Context: an optimization exercise on an open-source flow, tuned for small area, a short achievable clock period and few clock cycles. The choices shown serve that exercise and are no tape-out recipe.
Function was checked by simulation only, so behaviour that the tests miss may differ from the original.
Power is estimated from default activity; no workload was simulated.

Design max17320_uce, start of the top module:
module max17320_uce (
    input  wire        clk,
    input  wire        rst,         
    input  wire        cmd_valid,
    input  wire [31:0] cmd_word,
    output wire        cmd_ready,
    output reg         rsp_valid,
    output wire [31:0] res_o,
    output wire [31:0] aux_o,
    output wire [15:0] stat_o,
    output wire [31:0] errval_o
);
Settings: LEC_CHECK=0, CAP_MARGIN=60, CORE_MARGIN=2, CORE_UTILIZATION=40, PLACE_DENSITY=0.6, SLEW_MARGIN=60; clock period 13.5 ns.
run.sh (not shown) runs the stock make flow with config.mk's settings and CLKGATE_MAP_FILE= SYNTH_SCRIPT=/design/flow/synth_recipe.tcl, a recipe that flattens the netlist after the stock synthesis.
Testbench counts at the start, summed over its fixed seeds: cycles 16,300.
Then changed:
--- a/flow/config.mk
+++ b/flow/config.mk
@@ -8 +8 @@
-export CAP_MARGIN = 60
+export CAP_MARGIN = 20
@@ -12 +12,2 @@
-export SLEW_MARGIN = 60
+export SETUP_SLACK_MARGIN = 5
+export SLEW_MARGIN = 20
What happened: Cell area went down by about 2.2%; synthesized area is unchanged; core utilization came out lower by 1.0 points; clock power went down by about 4.5%; worst setup slack degrades by 190 ps.

---

== run 1 ==
max17320_uce, a different RTL version from the one above (not shown whole).
Size: about 3200 cells after synthesis, ~250 flip-flops, roughly 150 I/O pins.
Settings: LEC_CHECK=0, CAP_MARGIN=60, CORE_MARGIN=2, CORE_UTILIZATION=50, PLACE_DENSITY=0.7, SETUP_SLACK_MARGIN=5, SLEW_MARGIN=60; clock period 13.5 ns.
Run 1 did not stop at any stage, and its layout met the timing, DRC and antenna checks.
Testbench counts of run 1, summed over its fixed seeds: cycles 16,300.
The inputs of run 2 differ from those of run 1 as listed below.
- CAP_MARGIN: 60 -> 50
- SLEW_MARGIN: 60 -> 50
- PLACE_DENSITY: 0.7 -> 0.6
- CORE_UTILIZATION: 50 -> 40
[summary]
- Per the comparison of run 2 with run 1, total power per unit cell area down about 3.3%; row count higher; final design instance area without fill lost about 0.46%; internal power of the cells grew by 0.013 mW.
- Re remaining global-route overflow: no difference whatsoever between run 2 and run 1.
- Run 2 ends up with a fmax that is 4.7% higher than in run 1.
#### Input delta (run 3 over run 2)
- swapping 50 for 60 in SLEW_MARGIN
- swapping 50 for 60 in CAP_MARGIN
## What came out
Of run 3 and run 2, the run reporting the higher data required time of the critical path was run 3. Taking run 2 as the reference point, the clock skew of run 3 falls by 0.0076 ns. Comparing run 3 and run 2, detailed router's first-iteration violation count is higher on run 2. Run 3: area added between synthesis and finish is 1.4 points higher than what run 2 reported. Changes observed in run 3 relative to run 2: count of clock-buffer cells in the layout moved up; portion of the layout cell area used by non-clock buffers moved up; number of fill cells level; wire length after detailed routing moved up. Post-layout total power delta for run 3 relative to run 2: 0.069 mW higher. Final cell count without fillers | run 3 above run 2. In terms of multi-input combinational area share, run 3 and run 2 differ only marginally.
Here is what was changed in the inputs of run 4 compared with run 3.
- SLEW_MARGIN now 80, was 60
- CAP_MARGIN now 80, was 60
- Cells: run 4 has more instances than run 3
- The utilization of run 4 is higher than that of run 3.
- Power share of the clock group, run 4 and run 3: higher on run 3
- Max area occupied by multi-input gates across run 4 and run 3: run 4
- Run comparison: run 4 top layer reached by signal wires met4; run 3 top layer reached by signal wires met5
Here is what was changed in the inputs of run 5 compared with run 4.
- changing CAP_MARGIN from 80 to 20
- changing SLEW_MARGIN from 80 to 20
Results
Summary: first-pass GRT wire length, run 5 better than run 4. Delta (run 5 minus run 4): antenna diode count climbed 1; largest net degree at the start of global routing rose 23; routed wirelength normalized by instance count picked up an extra 0.82 um; number of enable-type register cells in the synthesized netlist was more or less identical; net count reported at finish went down 266. For the power in combinational cells, run 5 came in about 18% lower than run 4 did. On worst setup margin, run 4 beats run 5.
--- input diff run 5..run 6 ---
- changing SLEW_MARGIN from 20 to 40
- changing CAP_MARGIN from 20 to 40
--- outcome ---
- From run 5 to run 6 the numbers moved as follows: non-clock buffer count went up 1.4%, slack of the critical path went up 0.014 ns.
- Relative to run 5, global routing met2 resource utilization has gone up in run 6.
- Summary of run 6 over run 5: basic-gate share of the synthesized area counting and, or, nand and nor cells level, switching share of power barely changed, total placed instance area saw little to no change.
- Run 5 and run 6 ended up with nearly the same global-route wire length before repair.
- Run 6 ended with every stage complete and zero timing, DRC or antenna violations.

## port drivers added, routing unchanged
The flow's constraints put no driver on any port. The routed layouts listed below were extracted and timed again, unchanged, in two steps. Step 1 assumes that a clkbuf_16 drives the clock port and a buf_2 every other input. Step 2 moves the port delays by t, midway between the first and last clock arrival at a register: inputs arrive t later, outputs are due t later. That takes back most of the time a late clock gives input paths. a / b / c = ideal / step 1 / step 2; a / b = the first two.
run | t, ns | setup WS [ns] | slew at the worst register clock pin (ns)
the first run of note 1 | 0.649 | 5.867 / 5.867 / 5.867 | 0.07 / 0.07
the second run of note 1 | 0.632 | 5.675 / 5.675 / 5.675 | 0.07 / 0.07
run 1 | 0.681 | 5.771 / 5.771 / 5.771 | 0.08 / 0.08
run 2 | 0.615 | 6.120 / 6.120 / 6.120 | 0.08 / 0.08
run 3 | 0.611 | 6.298 / 6.298 / 6.298 | 0.07 / 0.07
run 4 | 0.619 | 6.320 / 6.320 / 6.320 | 0.07 / 0.07
run 5 | 0.635 | 5.946 / 5.946 / 5.946 | 0.08 / 0.08
run 6 | 0.634 | 5.960 / 5.960 / 5.960 | 0.07 / 0.07
After both steps setup and hold are still met in every run listed.
